Context: an optimization exercise on an open-source flow, tuned for small area, a short achievable clock period and few clock cycles. The choices shown serve that exercise and are no tape-out recipe. In this exercise RTL edits were held to simulation tests only and were not proved equivalent to the original.

==> flow/design.v (outline; a module is shown in full before it is edited, if it fits) <==
// module bsac_lag: 563 lines
// module bsac_popcnt: 900 lines
module bsac_lag (
    input  wire        clk,
    input  wire        rst,
    input  wire        in_valid,
    output wire        in_ready,
    input  wire [31:0] in_data,
    input  wire [6:0]  in_min_period,
    output wire        out_valid,
    input  wire        out_ready,
    output wire [6:0]  out_lag,
    output wire [6:0]  out_best_lag,
    output wire [8:0]  out_best_value,
    output wire [8:0]  out_global_max,
    output wire        out_err
);
  // ...
==> flow/flow/run.sh <==
#!/bin/bash
# The standard layout (the standard.sh: ORFS from synthesis to the final
# layout, unchanged clock and constraints) with two changes to how it is made:
#  - each input and output port is buffered with sky130_fd_sc_hd__buf_4
#    instead of the flow's default buffer choice;
#  - timing repair aims for 6.5 ns of setup slack instead of 5 ns.
set -e
export BUFFER_PORTS_ARGS="-buffer_cell sky130_fd_sc_hd__buf_4"
sed 's/SETUP_SLACK_MARGIN=[0-9.]*/SETUP_SLACK_MARGIN=6.5/' standard.sh > standard_m.sh
bash standard_m.sh > standard.log 2>&1
==> flow/standard.sh <==
#!/bin/bash
# synth_recipe.tcl (not shown) runs the flow's synth.tcl, then flattens the netlist and writes it again
# the make line also repeats each setting of config.mk as NAME=value (left out here)
make -C /OpenROAD-flow-scripts/flow DESIGN_CONFIG=/design/flow/config.mk WORK_HOME=/design/flow/orfs CLKGATE_MAP_FILE= SYNTH_SCRIPT=/design/flow/synth_recipe.tcl "${@:-finish}"
==> flow/config.mk <==
export PLATFORM = sky130hd
export DESIGN_NAME = bsac_lag
export DESIGN_NICKNAME = bsac_lag
export VERILOG_FILES = /design/flow/design.v
export SDC_FILE = /design/flow/constraint.sdc
export NUM_CORES = 4
export LEC_CHECK = 0
export ABC_AREA = 1
export CAP_MARGIN = 20
export CORE_MARGIN = 2
export CORE_UTILIZATION = 60
export PLACE_DENSITY = 0.7
export SETUP_SLACK_MARGIN = 5
export SLEW_MARGIN = 20
==> flow/constraint.sdc <==
create_clock -name core_clock -period 10.0 [get_ports {clk}]
set_input_delay 2.0000 -clock core_clock [delete_from_list [all_inputs] [get_ports {clk}]]
set_output_delay 2.0000 -clock core_clock [all_outputs]
set_load 0.01 [all_outputs]
==> results.cfg, run 1 <==
[cells_and_area]
final_area_um2 = 158000
num-nonclk-buffers = 213
area_growth_pct = 9.11
clk_share = 0.0475

[synth]
syn_avg_cell_area_um2 = 10.3
synth.area.top_cells = fa_1, dfxtp_1, edfxtp_1
yosysTopAreaCell = fa_1
synth_simple_gate_area_frac = 0.0933

[setup_path]
worstPathCellList = xnor2_1 > fa_1 > fa_1 > inv_1 > fa_1 > inv_1 > fa_1 > inv_1
reg2regPathDepth = 8
cpMostUsedCell = fa_1
r2r_end = g_eng[7].u_pc.r439$_DFF_P_

[clocking]
post_cts.repair.setup_buffers = 30

[placement]
place_worst_setup_slack_ns = 5.41
io_buffer_count = 77
place.gp.congestion = 1.06

[detailed_routing]
wl_met2_um = 224000
viasPerCell = 5.89

[hold_path]
hold_end = tm[2]$_DFF_P_

[floorplanning]
die_area_um2 = 245000

[outcome]
status = complete, no violations

[sta]
fin_crit_ns = 3.51

[global_routing]
grt_overflow = 0
Testbench counts, summed over its fixed seeds: cycles 4,584.
==> module bsac_lag, before the edit <==
module bsac_lag (
    input  wire        clk,
    input  wire        rst,
    input  wire        in_valid,
    output wire        in_ready,
    input  wire [31:0] in_data,
    input  wire [6:0]  in_min_period,
    output wire        out_valid,
    input  wire        out_ready,
    output wire [6:0]  out_lag,
    output wire [6:0]  out_best_lag,
    output wire [8:0]  out_best_value,
    output wire [8:0]  out_global_max,
    output wire        out_err
);
    localparam integer E   = 8;      
    localparam integer LE  = 3;     
    localparam integer LAT = 3;    
    localparam integer GAP = 1;        
    localparam [6:0]   LASTW = 7'd127 - E + 7'd1;
    localparam [1:0] H_IDLE = 2'd0, H_RUN = 2'd2, H_CHK = 2'd3;
    reg        have;       
    reg [2:0]  beat;
    reg        busy;       
    reg        is_sw;      
    reg        is_gap;
    reg        is_st;      
    reg        iss;        
    reg [1:0]  gapc;
    reg [LAT-1:0] tv;      
    reg        hgo;        
    reg [1:0]  hs;         
    reg        dn;         
    reg        ov;         
    reg [255:0] nb;        
    reg [255:0] pk;
    reg [255:0] sh;
    reg [6:0]   mp_ld;     
    reg [6:0]   mp;        
    reg [6:0]   ij;        
    reg [14:0]  mk;        
    reg [LAT-1:0] tm;      
    reg [6:0]   tj [0:LAT-1];
    reg [E-1:0] tf [0:LAT-1];   
    wire        in_rdy  = !have;
    wire        beat_ok = in_valid && in_rdy;
    wire [255:0] pkm;
    genvar gb;
    generate
        for (gb = 0; gb < 32; gb = gb + 1) begin : g_mask
            if (gb < 15) begin : g_m
                assign pkm[8*gb +: 8] = pk[8*gb +: 8] & {8{mk[gb]}};
            end else begin : g_n
                assign pkm[8*gb +: 8] = pk[8*gb +: 8];
            end
        end
    endgenerate
    wire [8:0] cv [0:E-1];
    wire [E-1:0] iflag;
    genvar ge;
    generate
        for (ge = 0; ge < E; ge = ge + 1) begin : g_eng
            wire [255:0] she = sh << ge;
            bsac_popcnt u_pc (.clk(clk), .x(pkm ^ she), .c(cv[ge]));
            assign iflag[ge] = ({1'b0, ij} + ge) >= {1'b0, mp};
        end
    endgenerate
    integer li;
    always @(posedge clk) begin
        tm[0] <= is_st;
        tj[0] <= ij;
        tf[0] <= iflag;
        for (li = 1; li < LAT; li = li + 1) begin
            tm[li] <= tm[li-1];
            tj[li] <= tj[li-1];
            tf[li] <= tf[li-1];
        end
    end
    wire         c_v = tv[LAT-1];
    wire         c_m = tm[LAT-1];
    wire [6:0]   c_j = tj[LAT-1];
    wire [E-1:0] c_f = tf[LAT-1];
    reg [8:0]  g;
    reg [8:0]  bv;
    reg [6:0]  blr;
    wire [6:0] bl = blr;
    wire [9:0] g34 = ({1'b0, g} + {g, 1'b0}) >> 2;    
    reg [127:0] pass;
    reg [7:0]  dl;             
    localparam integer GS = E / 2;      
    localparam integer TW = LE + 11;    
    function [TW-1:0] tmin;             
        input [TW-1:0] x, y;
        begin
            if (x[TW-1] && (!y[TW-1] || x[TW-2:LE+1] <= y[TW-2:LE+1]))
                tmin = x;
            else
                tmin = y;
        end
    endfunction
    function [8:0] tmax;
        input [8:0] x, y;
        tmax = (y > x) ? y : x;
    endfunction
    wire [TW-1:0] tv0 [0:E-1];
    generate
        for (ge = 0; ge < E; ge = ge + 1) begin : g_tv
            assign tv0[ge] = {c_f[ge], cv[ge], ge[LE:0]};
        end
    endgenerate
    reg  [8:0]  pmax [0:1];
    reg  [8:0]  pmin [0:1];
    reg  [LE:0] pidx [0:1];
    reg  [1:0]  pany;
    reg  [6:0]  rj;
    reg         qv;
    wire        rv = qv;
    reg  [TW-1:0] gmn [0:1];
    reg  [8:0]    gmx [0:1];
    integer gi;
    always @(*) begin
        for (gi = 0; gi < 2; gi = gi + 1) begin
            if (GS == 2) begin
                gmn[gi] = tmin(tv0[2*gi], tv0[2*gi+1]);
                gmx[gi] = tmax(cv[2*gi], cv[2*gi+1]);
            end else begin
                gmn[gi] = tmin(tmin(tv0[4*gi], tv0[4*gi+1]), tmin(tv0[4*gi+2], tv0[4*gi+3]));
                gmx[gi] = tmax(tmax(cv[4*gi], cv[4*gi+1]), tmax(cv[4*gi+2], cv[4*gi+3]));
            end
        end
    end
    integer gj;
    always @(posedge clk) begin
        for (gj = 0; gj < 2; gj = gj + 1) begin
            pmax[gj] <= gmx[gj];
            pmin[gj] <= gmn[gj][TW-2:LE+1];
            pidx[gj] <= gmn[gj][LE:0];
            pany[gj] <= gmn[gj][TW-1];
        end
        rj <= c_j;
    end
    wire [E-1:0] pbit;
    generate
        for (ge = 0; ge < E; ge = ge + 1) begin : g_pass
            wire [10:0] c5 = {2'b0, cv[ge]} + {cv[ge], 2'b0};
            assign pbit[ge] = c5 <= {1'b0, g34};
        end
    endgenerate
    wire       m0  = pany[0] && pmin[0] < bv;
    wire       m1  = pany[1] && pmin[1] < bv && (!m0 || pmin[1] < pmin[0]);
    wire       x0  = pmax[0] > g && pmax[0] >= pmax[1];
    wire       x1  = pmax[1] > g && pmax[1] > pmax[0];
    integer pw;
    always @(posedge clk) begin
        if (c_v && c_m) begin
            for (pw = 0; pw < 128 / E; pw = pw + 1)
                if (c_j[6:LE] == pw)
                    pass[pw*E +: E] <= pbit;
            dl <= {1'b0, c_j} + E;
        end
        if (is_gap)
            dl <= 8'd0;
        if (start) begin
            g  <= 9'd0;
            bv <= 9'h1ff;
        end else if (rv) begin
            if (x1)
                g <= pmax[1];
            else if (x0)
                g <= pmax[0];
            if (m1) begin
                bv  <= pmin[1];
                blr <= rj + pidx[1];
            end else if (m0) begin
                bv  <= pmin[0];
                blr <= rj + pidx[0];
            end
        end
    end
    reg [6:0]  d;          
    reg [6:0]  ed;         
    reg [6:0]  qq;         
    reg [6:0]  rr;         
    reg [6:0]  k;
    reg [6:0]  tgt;        
    reg [6:0]  racc;       
    reg        cph;        
    reg        pk_r, cv_r;
    reg [6:0]  rlag;
    reg        rerr;
    reg [2:0]  mpl;        
    reg        mp2;        
    reg        ds_act;
    reg [6:0]  ds_d, ds_e;     
    reg [8:0]  ds_d3, ds_e3;   
    function [8:0] r4step;
        input [6:0] rem;
        input [1:0] nn;
        input [6:0] dd;
        input [8:0] d3;        
        reg   [9:0] rr4, t1, t2, t3;
        begin
            rr4 = {1'b0, rem, nn};
            t1 = rr4 - {3'b0, dd};
            t2 = rr4 - {2'b0, dd, 1'b0};
            t3 = rr4 - {1'b0, d3};
            if (!t3[9])
                r4step = {2'd3, t3[6:0]};
            else if (!t2[9])
                r4step = {2'd2, t2[6:0]};
            else if (!t1[9])
                r4step = {2'd1, t1[6:0]};
            else
                r4step = {2'd0, rr4[6:0]};
        end
    endfunction
    reg        stall;
    reg        a_v, b_v, dv_ov;
    wire [6:0] dvq [0:1];
    wire [6:0] dvr [0:1];
    wire [1:0] dvpk, dvcv, dvlt;
    genvar gl;
    generate
        for (gl = 0; gl < 2; gl = gl + 1) begin : g_lane
            wire [6:0] id  = gl ? ds_e  : ds_d;
            wire [8:0] id3 = gl ? ds_e3 : ds_d3;
            reg  [6:0] a_d, a_r, b_d, b_r;
            reg  [8:0] a_d3, b_d3;
            reg  [2:0] a_q;
            reg  [4:0] b_q;
            reg        o_pk, o_cv, o_lt;
            reg  [6:0] o_r, o_q;
            wire       q6 = bl[6] && id == 7'd1;
            wire [8:0] sa = r4step({6'd0, bl[6] && !q6}, bl[5:4], id, id3);
            wire [8:0] sb = r4step(a_r, bl[3:2], a_d, a_d3);
            wire [8:0] sc = r4step(b_r, bl[1:0], b_d, b_d3);
            wire [3:0] pk4 = pass[{b_q, 2'b00} +: 4];
            wire [3:0] cv4, lt4;
            genvar gq;
            for (gq = 0; gq < 4; gq = gq + 1) begin : g_q4
                assign cv4[gq] = {1'b0, b_q, gq[1:0]} < dl;
                assign lt4[gq] = {b_q, gq[1:0]} < mp;
            end
            always @(posedge clk) if (!stall) begin
                a_d  <= id;
                a_d3 <= id3;
                a_r  <= sa[6:0];
                a_q  <= {q6, sa[8:7]};
                b_d  <= a_d;
                b_d3 <= a_d3;
                b_r  <= sb[6:0];
                b_q  <= {a_q, sb[8:7]};
                o_r  <= sc[6:0];
                o_q  <= {b_q, sc[8:7]};
                o_pk <= pk4[sc[8:7]];
                o_cv <= cv4[sc[8:7]];
                o_lt <= lt4[sc[8:7]];
            end
            assign dvq[gl]  = o_q;
            assign dvr[gl]  = o_r;
            assign dvpk[gl] = o_pk;
            assign dvcv[gl] = o_cv;
            assign dvlt[gl] = o_lt;
        end
    endgenerate
    reg        hb;
    reg [6:0]  sv_q, sv_r;
    reg        sv_pk, sv_cv, sv_lt;
    reg        ed2, ed3, d2, klast;    
    wire       fl0  = dvlt[0] || (dvcv[0] && !dvpk[0]);    
    wire       fl1  = dvlt[1] || (dvcv[1] && !dvpk[1]);
    wire       fls  = sv_lt || (sv_cv && !sv_pk);
    wire       run  = (hs == H_RUN) && (hb || dv_ov);
    wire       use1 = !hb && fl0;                   
    wire [6:0] cq   = hb ? sv_q : use1 ? dvq[1] : dvq[0];
    wire [6:0] cr   = hb ? sv_r : use1 ? dvr[1] : dvr[0];
    wire       cpass = hb ? (sv_cv && sv_pk) : use1 ? (dvcv[1] && dvpk[1]) : (dvcv[0] && dvpk[0]);
    wire [6:0] cd   = use1 ? ed - 7'd1 : ed;
    wire       cd2  = use1 ? ed3 : ed2;
    wire       cd3  = cd == 7'd3;
    wire       r_fin_bl = run && (hb ? (fls && ed2)
                                     : (fl0 && (ed2 || (fl1 && ed3))));
    wire       r_slow   = run && !r_fin_bl && (hb ? !fls : (!fl0 || !fl1));
    wire       r_fin_q  = r_slow && cpass && cd2;
    wire       go_chk   = r_slow && !r_fin_q;
    wire [7:0] r2    = {cr, 1'b0};
    wire       c2    = r2 >= {1'b0, cd};
    reg  [7:0] rrd;        
    reg  [6:0] qq1;        
    wire [7:0] rsum  = {1'b0, racc} + {1'b0, rr};
    wire [7:0] rsmd  = {1'b0, racc} + rrd;
    wire       rcy   = !rsmd[7];
    wire [6:0] tgt_a = tgt + qq;
    wire [6:0] tgt_b = tgt + qq1;
    wire       cdec  = (hs == H_CHK) && cph && cv_r;    
    wire       ret_chk = cdec && !pk_r;                 
    wire       hshort = {1'b0, bl} < {mp, 1'b0};        
    wire [10:0] bl11 = {1'b0, bl, 3'b0} + {3'b0, bl, 1'b0} + {4'b0, bl};
    wire [6:0] d0    = mp2 ? bl11 >> ({1'b0, mpl} + 4'd4) : bl >> mpl;
    reg        fin;
    reg [6:0]  fin_lag;
    always @(*) begin
        fin = 1'b0;
        fin_lag = bl;
        if (hgo && (mp == 7'd0 || hshort)) begin
            fin = 1'b1;
            if (mp == 7'd0)
                fin_lag = 7'd0;
        end
        if (r_fin_bl)
            fin = 1'b1;
        if (r_fin_q) begin
            fin = 1'b1;
            fin_lag = cq;
        end
        if (cdec) begin
            if (pk_r) begin
                if (klast) begin
                    fin = 1'b1;
                    fin_lag = qq;
                end
            end else if (d2) begin
                fin = 1'b1;
            end
        end
    end
    reg [6:0]  d0r;
    reg        hgo2, ch1, ch2, chg;
    wire       lastm = rv && rj == LASTW;
    wire       sps   = rv && rj == LASTW - E && mp != 7'd0;
    wire       rsx   = hgo2 && chg && (hs == H_RUN);
    wire       ds_rs = sps || rsx;
    wire [8:0] d0x3  = {2'b0, d0r} + {1'b0, d0r, 1'b0};
    wire di_v = ds_act && !ds_rs && !stall;
    wire stall_n = (go_chk && !fin) ||
                   ((hs == H_CHK) && !ret_chk && !fin) ||
                   ((hs == H_CHK) && ret_chk && !fin && hb);
    always @(posedge clk) begin
        d0r <= d0;
        if (rv) begin
            ch1 <= m0 || m1;
            ch2 <= ch1;
        end
        if (lastm)
            chg <= m0 || m1 || ch1 || ch2;
        if (ds_rs) begin
            ds_d  <= d0r;
            ds_d3 <= d0x3;
            ds_e  <= d0r - 7'd1;
            ds_e3 <= d0x3 - 9'd3;
        end else if (ds_act && !stall) begin
            ds_d  <= ds_d - 7'd2;
            ds_d3 <= ds_d3 - 9'd6;
            ds_e  <= ds_e - 7'd2;
            ds_e3 <= ds_e3 - 9'd6;
        end
        pk_r <= pass[tgt];
        cv_r <= {1'b0, tgt} < dl;
        if (ds_rs) begin
            ed  <= d0r;
            ed2 <= d0r == 7'd2;
            ed3 <= d0r == 7'd3;
        end
        if (run && !r_slow) begin
            ed  <= hb ? ed - 7'd1 : ed - 7'd2;
            ed2 <= hb ? ed3 : ed == 7'd4;
            ed3 <= hb ? ed == 7'd4 : ed == 7'd5;
        end
        if (r_slow) begin
            qq   <= cq;
            qq1  <= cq + 7'd1;
            rrd  <= {1'b0, cr} - {1'b0, cd};
            rr   <= cr;
            d    <= cd;
            d2   <= cd2;
            cph  <= 1'b0;
            if (cpass) begin
                tgt   <= {cq[5:0], 1'b0} + {6'd0, c2};
                racc  <= c2 ? r2 - cd : r2[6:0];
                k     <= 7'd2;
                klast <= cd3;
            end else begin
                tgt   <= cq;
                racc  <= cr;
                k     <= 7'd1;
                klast <= cd2;
            end
        end
        if (run && !hb && !fl0 && !r_fin_q) begin
            sv_q  <= dvq[1];
            sv_r  <= dvr[1];
            sv_pk <= dvpk[1];
            sv_cv <= dvcv[1];
            sv_lt <= dvlt[1];
        end
        if (hs == H_CHK) begin
            cph <= !cph;
            if (cdec) begin
                if (pk_r) begin
                    k <= k + 7'd1;
                    klast <= k + 7'd2 == d;
                    if (rcy) begin
                        racc <= rsmd[6:0];
                        tgt  <= tgt_b;
                    end else begin
                        racc <= rsum[6:0];
                        tgt  <= tgt_a;
                    end
                end else begin
                    ed  <= d - 7'd1;
                    ed2 <= d == 7'd3;
                    ed3 <= d == 7'd4;
                end
            end
        end
        if (fin) begin
            rlag <= fin_lag;
            rerr <= (mp == 7'd0);
        end
        if (beat_ok && beat == 3'd7)
            mp_ld <= in_min_period;
    end
    reg [6:0]  o_lag, o_bl;
    reg [8:0]  o_bv, o_g;
    reg        o_err;
    wire copy  = dn && !ov;
    wire start = have && !busy && (!dn || !ov);
    wire iss_nx = start ||
                  (is_sw && ij != LASTW) ||
                  (is_gap && gapc == GAP - 1) ||
                  (is_st && iss && ij != LASTW && !fin &&
                   !((hs != H_IDLE) && ({1'b0, ij} + E >= {1'b0, bl})));
    wire [6:0] ij_nx = (!iss || (is_sw && ij == LASTW)) ? 7'd0 : ij + E;
    integer mb;
    always @(posedge clk) begin
        if (beat_ok)
            nb <= {nb[223:0], in_data};
        if (start)
            pk <= nb;
        if (iss)
            sh <= sh << E;
        else if (start)
            sh <= nb;
        else
            sh <= pk;
        if (copy) begin
            o_lag <= rlag;
            o_err <= rerr;
            o_bl  <= blr;
            o_bv  <= bv;
            o_g   <= g;
        end
        if (start) begin
            mp  <= mp_ld;
            mpl <= mp_ld[6] ? 3'd6 : mp_ld[5] ? 3'd5 : mp_ld[4] ? 3'd4 :
                   mp_ld[3] ? 3'd3 : mp_ld[2] ? 3'd2 : mp_ld[1] ? 3'd1 : 3'd0;
            mp2 <= mp_ld[6] ? mp_ld[5] : mp_ld[5] ? mp_ld[4] : mp_ld[4] ? mp_ld[3] :
                   mp_ld[3] ? mp_ld[2] : mp_ld[2] ? mp_ld[1] : mp_ld[1] ? mp_ld[0] : 1'b0;
        end
        ij <= ij_nx;
        for (mb = 0; mb < 15; mb = mb + 1)
            mk[mb] <= mb >= ij_nx[6:3];
    end
    always @(posedge clk) begin
        if (rst) begin
            have   <= 1'b0;
            beat   <= 3'd0;
            busy   <= 1'b0;
            is_sw  <= 1'b0;
            is_gap <= 1'b0;
            is_st  <= 1'b0;
            iss    <= 1'b0;
            gapc   <= 2'd0;
            tv     <= {LAT{1'b0}};
            qv     <= 1'b0;
            hgo    <= 1'b0;
            hgo2   <= 1'b0;
            hs     <= H_IDLE;
            stall  <= 1'b0;
            hb     <= 1'b0;
            dn     <= 1'b0;
            ov     <= 1'b0;
            ds_act <= 1'b0;
            a_v    <= 1'b0;
            b_v    <= 1'b0;
            dv_ov  <= 1'b0;
        end else begin
            if (beat_ok) begin
                beat <= beat + 3'd1;
                if (beat == 3'd7)
                    have <= 1'b1;
            end
            if (start) begin
                have <= 1'b0;
                busy <= 1'b1;
            end
            iss <= iss_nx;
            if (start)
                is_sw <= 1'b1;
            if (is_sw && ij == LASTW) begin
                is_sw  <= 1'b0;
                is_gap <= 1'b1;
                gapc   <= 2'd0;
            end
            if (is_gap) begin
                gapc <= gapc + 2'd1;
                if (gapc == GAP - 1) begin
                    is_gap <= 1'b0;
                    is_st  <= 1'b1;
                end
            end
            if (is_st && !iss_nx)
                is_st <= 1'b0;
            tv  <= {tv[LAT-2:0], iss};
            qv  <= c_v && !c_m;
            hgo <= rv && rj == LASTW;
            hgo2 <= hgo;
            if (rsx) begin
                a_v   <= 1'b0;
                b_v   <= 1'b0;
                dv_ov <= 1'b0;
            end else if (!stall) begin
                a_v   <= di_v;
                b_v   <= a_v;
                dv_ov <= b_v;
            end
            if (ds_rs)
                ds_act <= 1'b1;
            else if (ds_act && ds_d <= 7'd3 && !stall)
                ds_act <= 1'b0;
            stall <= stall_n;
            if (run)
                hb <= !hb && !fl0 && !ed2;
            if (hgo && !fin)
                hs <= H_RUN;
            case (hs)
            H_RUN: if (go_chk) hs <= H_CHK;
            H_CHK: if (ret_chk && !fin) hs <= H_RUN;
            default: ;
            endcase
            if (fin) begin
                hs     <= H_IDLE;
                hb     <= 1'b0;
                ds_act <= 1'b0;
                busy   <= 1'b0;
                dn     <= 1'b1;
            end
            if (ov && out_ready)
                ov <= 1'b0;
            if (copy) begin
                dn <= 1'b0;
                ov <= 1'b1;
            end
        end
    end
    assign in_ready       = in_rdy;
    assign out_valid      = ov;
    assign out_lag        = o_lag;
    assign out_best_lag   = o_bl;
    assign out_best_value = o_bv;
    assign out_global_max = o_g;
    assign out_err        = o_err;
endmodule
==> run 2, diff against run 1 <==
--- a/flow/design.v
+++ b/flow/design.v
@@ -18,3 +18,3 @@
     localparam integer LAT = 3;    
-    localparam integer GAP = 1;        
+    localparam integer GAP = (E == 8) ? 2 : 1;   
     localparam [6:0]   LASTW = 7'd127 - E + 7'd1;
@@ -24,2 +24,3 @@
     reg        busy;       
+    reg        pre;        
     reg        is_sw;      
@@ -89,54 +90,72 @@
     reg [7:0]  dl;             
-    localparam integer GS = E / 2;      
-    localparam integer TW = LE + 11;    
-    function [TW-1:0] tmin;             
-        input [TW-1:0] x, y;
-        begin
-            if (x[TW-1] && (!y[TW-1] || x[TW-2:LE+1] <= y[TW-2:LE+1]))
-                tmin = x;
-            else
-                tmin = y;
-        end
-    endfunction
-    function [8:0] tmax;
-        input [8:0] x, y;
-        tmax = (y > x) ? y : x;
-    endfunction
-    wire [TW-1:0] tv0 [0:E-1];
-    generate
-        for (ge = 0; ge < E; ge = ge + 1) begin : g_tv
-            assign tv0[ge] = {c_f[ge], cv[ge], ge[LE:0]};
-        end
-    endgenerate
-    reg  [8:0]  pmax [0:1];
-    reg  [8:0]  pmin [0:1];
-    reg  [LE:0] pidx [0:1];
-    reg  [1:0]  pany;
-    reg  [6:0]  rj;
-    reg         qv;
-    wire        rv = qv;
-    reg  [TW-1:0] gmn [0:1];
-    reg  [8:0]    gmx [0:1];
-    integer gi;
-    always @(*) begin
-        for (gi = 0; gi < 2; gi = gi + 1) begin
-            if (GS == 2) begin
-                gmn[gi] = tmin(tv0[2*gi], tv0[2*gi+1]);
-                gmx[gi] = tmax(cv[2*gi], cv[2*gi+1]);
+    localparam integer NP = E / 2;
+    reg [8:0]  qmax [0:NP-1];
+    reg [8:0]  qmin [0:NP-1];
+    reg [LE:0] qidx [0:NP-1];
+    reg [NP-1:0] qany;
+    reg [6:0]  qj;
+    reg        qv;
+    integer pe;
+    always @(posedge clk) begin
+        for (pe = 0; pe < NP; pe = pe + 1) begin
+            qmax[pe] <= (cv[2*pe+1] > cv[2*pe]) ? cv[2*pe+1] : cv[2*pe];
+            qany[pe] <= c_f[2*pe] || c_f[2*pe+1];
+            if (c_f[2*pe] && (!c_f[2*pe+1] || cv[2*pe] <= cv[2*pe+1])) begin
+                qmin[pe] <= cv[2*pe];
+                qidx[pe] <= 2 * pe;
             end else begin
-                gmn[gi] = tmin(tmin(tv0[4*gi], tv0[4*gi+1]), tmin(tv0[4*gi+2], tv0[4*gi+3]));
-                gmx[gi] = tmax(tmax(cv[4*gi], cv[4*gi+1]), tmax(cv[4*gi+2], cv[4*gi+3]));
+                qmin[pe] <= cv[2*pe+1];
+                qidx[pe] <= 2 * pe + 1;
             end
         end
+        qj <= c_j;
     end
-    integer gj;
-    always @(posedge clk) begin
-        for (gj = 0; gj < 2; gj = gj + 1) begin
-            pmax[gj] <= gmx[gj];
-            pmin[gj] <= gmn[gj][TW-2:LE+1];
-            pidx[gj] <= gmn[gj][LE:0];
-            pany[gj] <= gmn[gj][TW-1];
+    wire [8:0]  pmax [0:1];
+    wire [8:0]  pmin [0:1];
+    wire [LE:0] pidx [0:1];
+    wire [1:0]  pany;
+    wire [6:0]  rj;
+    wire        rv;
+    generate
+        if (NP == 2) begin : g_red1
+            assign pmax[0] = qmax[0];  assign pmax[1] = qmax[1];
+            assign pmin[0] = qmin[0];  assign pmin[1] = qmin[1];
+            assign pidx[0] = qidx[0];  assign pidx[1] = qidx[1];
+            assign pany = qany;
+            assign rj = qj;
+            assign rv = qv;
+        end else begin : g_red2
+            reg [8:0]  smax [0:1];
+            reg [8:0]  smin [0:1];
+            reg [LE:0] sidx [0:1];
+            reg [1:0]  sany;
+            reg [6:0]  sj;
+            reg        sv;
+            integer se;
+            always @(posedge clk) begin
+                for (se = 0; se < 2; se = se + 1) begin
+                    smax[se] <= (qmax[2*se+1] > qmax[2*se]) ? qmax[2*se+1] : qmax[2*se];
+                    sany[se] <= qany[2*se] || qany[2*se+1];
+                    if (qany[2*se] && (!qany[2*se+1] || qmin[2*se] <= qmin[2*se+1])) begin
+                        smin[se] <= qmin[2*se];
+                        sidx[se] <= qidx[2*se];
+                    end else begin
+                        smin[se] <= qmin[2*se+1];
+                        sidx[se] <= qidx[2*se+1];
+                    end
+                end
+                sj <= qj;
+                if (rst)
+                    sv <= 1'b0;
+                else
+                    sv <= qv;
+            end
+            assign pmax[0] = smax[0];  assign pmax[1] = smax[1];
+            assign pmin[0] = smin[0];  assign pmin[1] = smin[1];
+            assign pidx[0] = sidx[0];  assign pidx[1] = sidx[1];
+            assign pany = sany;
+            assign rj = sj;
+            assign rv = sv;
         end
-        rj <= c_j;
-    end
+    endgenerate
     wire [E-1:0] pbit;
@@ -162,3 +181,3 @@
             dl <= 8'd0;
-        if (start) begin
+        if (pre) begin
             g  <= 9'd0;
@@ -427,3 +446,3 @@
     wire start = have && !busy && (!dn || !ov);
-    wire iss_nx = start ||
+    wire iss_nx = pre ||
                   (is_sw && ij != LASTW) ||
@@ -441,4 +460,2 @@
             sh <= sh << E;
-        else if (start)
-            sh <= nb;
         else
@@ -468,2 +485,3 @@
             busy   <= 1'b0;
+            pre    <= 1'b0;
             is_sw  <= 1'b0;
@@ -492,2 +510,3 @@
             end
+            pre <= start;
             if (start) begin
@@ -497,3 +516,3 @@
             iss <= iss_nx;
-            if (start)
+            if (pre)
                 is_sw <= 1'b1;
==> run 2 against run 1 <==
Net effect: cell area increased by 1.8%; setup slack got worse by 0.038 ns; die area increased by 0.36%; first-iteration DRC count decreased by 12%; global-route usage decreased by 0.99 points; hold slack got worse by 0.0078 ns; clock skew increased by 0.012 ns; sequential cell count increased by 86; sequential share of layout area increased by 2.0 points; maximum frequency decreased by 1.1%; critical path type is now flop to output port; critical endpoint is now out_best_value[4].
==> results.cfg, run 2 <==
[outcome]
status = complete, no violations

[floorplanning]
initial_core_util = 0.603
rows = 180
die_area_um2 = 246000
die_x_um = 496
die_h_um = 496
design.portCount = 78
core_area_um2 = 241000

[synth]
yosysTopAreaCell = fa_1
ys_top_cells_by_count = fa_1, inv_1, nand2_1
syn_avg_cell_area_um2 = 10.9
syn_area_um2 = 145000
seq_area_frac_synth = 0.354
yosys_warnings = 18
synth_compound_area_frac = 0.0533
yosysMostFrequentCell = fa_1
yosysUniqueCellTypes = 70
synth_xor_xnor_area_share = 0.135
synth.area.top_cells = fa_1, edfxtp_1, dfxtp_1
synth_edf_count = 932
synthesis.nets = 15872
ys.flop_type = dfxtp_1
synth_simple_gate_area_frac = 0.0682
synth_fa_ha_area_frac = 0.323
syn_inst = 13268
synth_top_area_frac = 0.273
muxShareOfSynthArea = 0.0000690
synth_top_family_by_area = adder cells
synthArstFlopShare = 0
ys_ff_latch = 2100

[clocking]
cts_sinks = 2100
clkTransAtPathRegs_ns = 0.06
hold_buffers = 0
numCtsBuffers = 220
htreeDepth = 4
root_buffer = clkbuf_16
clk_path_buf_depth = 3
clk_latency_ns = 0.91
cts_tree = built

[setup_path]
setup.worst_path.end_class = output port
crit_type = flop to output port
critPathTopFamily = flip-flops
cp_slowest_stage_delay_ns = 0.51
crit_arrival_ns = 1.55
worstPathCellList = buf_6
required_ns = 8.00
cp_max_fo = 1
crit_path_start_kind = flop
path_buf_inv = 1
slowest_stage = edfxtp_1

[sta]
fmax_mhz = 282
worst_slew_margin_rel = 0.119
grt_setup_unrepaired = yes
finalSetupViolations = 0
setup_ws_ns = 6.45
fin_crit_ns = 3.55
tightest_slew_ns = 1.32
finalCritPeriodShare = 0.355
hold_viol = 0
clock_skew_ns = 0.0677
final.setup.tns_ns = 0
drv_slew = 0

[cells_and_area]
nets = 15958
largest_registers = nb: 256 flops, pk: 256 flops, sh: 256 flops
final_common_cell = fa_1
layout_common_cells = fa_1, inv_1, nand2_1, xnor2_1, xor2_1
drive_gt1_frac = 0.0980
fill_cells = 18078
area_growth_pct = 10.7

[placement]
place.gp.congestion = 1.03
hpwl_um = 397000
io_buffer_count = 77
place_worst_setup_slack_ns = 5.54

[flow_run]
drv_cap = 0

[global_routing]
grt_overflow = 0
grt_pass1_wl_um = 695000
grt_start_max_net_pins = 145
grt_pass1_vias = 98434
grtUsageTotal = 0.401
antenna_found_initial = 23

[detailed_routing]
drtPass1Iterations = 9
routedWlPerCell_um = 29.4
routed_wl_um = 492000
num_vias = 96881
drt_iter0_drc = 10313
viasPerCell = 5.78
ant_nets = 0
drc = 0

[hold_path]
hp-class = flop to flop
run 2: changes by cell type after synthesis, moves of 29 or more:
cell,change
edfxtp_1,+256
nand2_1,-369
a21oi_1,+47
nand3_1,-281
nor2_1,-148
a31oi_1,-249
dfxtp_1,-170
o21ai_0,+176
clkbuf_1,-29
run 2: final cells by class:
cell class	count	area, um^2	share of cell area
multi-input cells	8639	85600	0.533
flip-flops and latches	2100	51600	0.322
inverters	1935	7310	0.0455
clock buffers	294	6190	0.0385
repair buffers	458	4360	0.0271
well taps	3185	3990	0.0248
clock inverters	127	1460	0.00912
diodes	11	27.5	0.000171
run 2: metrics by stage:
step                       util  hold WS, ns  instance area (um^2)  std cells
after floorplan               -        0.310                145000      13268
after global placement    0.615        0.312                148000      15989
after detailed placement  0.615        0.312                148000      15989
after CTS                 0.655        0.326                158000      16516
after global routing      0.667        0.324                161000      16741
final                     0.668        0.316                161000      16749
run 2: logic make-up (layout without fill, tap and decap cells):
family	after synthesis	count (layout)
adders and majority gates	2561	2561
DFF	2100	2100
xor gates and xnor gates	2234	2234
other	0	11
and+or+nand+nor	2447	2447
AOI/OAI and AO/OA	1396	1396
buffers and inverters	2529	2814
muxes	1	1
run 2: timing repair:
| action | 4_1_cts | 5_1_grt |
|---|---|---|
| pin swaps | 17 | 56 |
| gates cloned | 2 | 4 |
| setup endpoints to repair | 402 | 325 |
| buffers inserted | 104 | 217 |
| gates resized for setup | 285 | 286 |
run 2: path summary, 6_finish.rpt:
kind	from	slack, ns	depth (start not counted)	to
worst min-delay path	tf[0][1]$_DFF_P_	0.32	0	tf[1][1]$_DFF_P_
worst min register to register	tf[0][1]$_DFF_P_	0.32	0	tf[1][1]$_DFF_P_
worst max-delay path	o_bv[4]$_DFFE_PP_	6.45	1	out_best_value[4]
worst max register to register	mk[9]$_DFF_P_	6.47	11	g_eng[3].u_pc.r413$_DFF_P_
run 2: layer usage:
layer / vias up / GRT usage / wire, um
li1: 41407 / - / -
met1: 49193 / 0.526 / 186000
met2: 5101 / 0.618 / 222000
met3: 1164 / 0.0928 / 48700
met4: 16 / 0.222 / 35800
met5: - / 0 / 110
Testbench counts of run 2, summed over its fixed seeds: cycles 4,870.

-- port drivers added, routing unchanged --
How much do the figures lean on ideal ports? The routed layouts below were timed once more, with nothing changed but the port constraints. Step 1 sets driving cells, clkbuf_16 on the clock port and buf_2 on the other inputs (assumed; they add their load-dependent delay and slew). Step 2 adds t to the input delays and takes it off the output delays; t is the mean of the earliest and latest rising clock arrival at the registers after step 1. Input paths then give back, and output paths get back, about the clock's delay inside the block. a / b / c = no drivers / after step 1 / after step 2; a / b = the first two.
run	t (ns)	setup WS [ns]	worst hold slack (ns)	latest minus earliest clock arrival (ns)	pins driven straight from the clock port
run 1	0.979	6.487 / 6.462 / 5.670	0.324 / 0.324 / 0.324	0.063 / 0.063	1
run 2	0.984	6.449 / 6.343 / 5.668	0.316 / 0.316 / 0.316	0.074 / 0.074	1
After both steps every run listed still meets setup and hold. The setup slack of run 1, which loses most, moves by -0.025 ns with the drivers and by -0.817 ns with both steps.
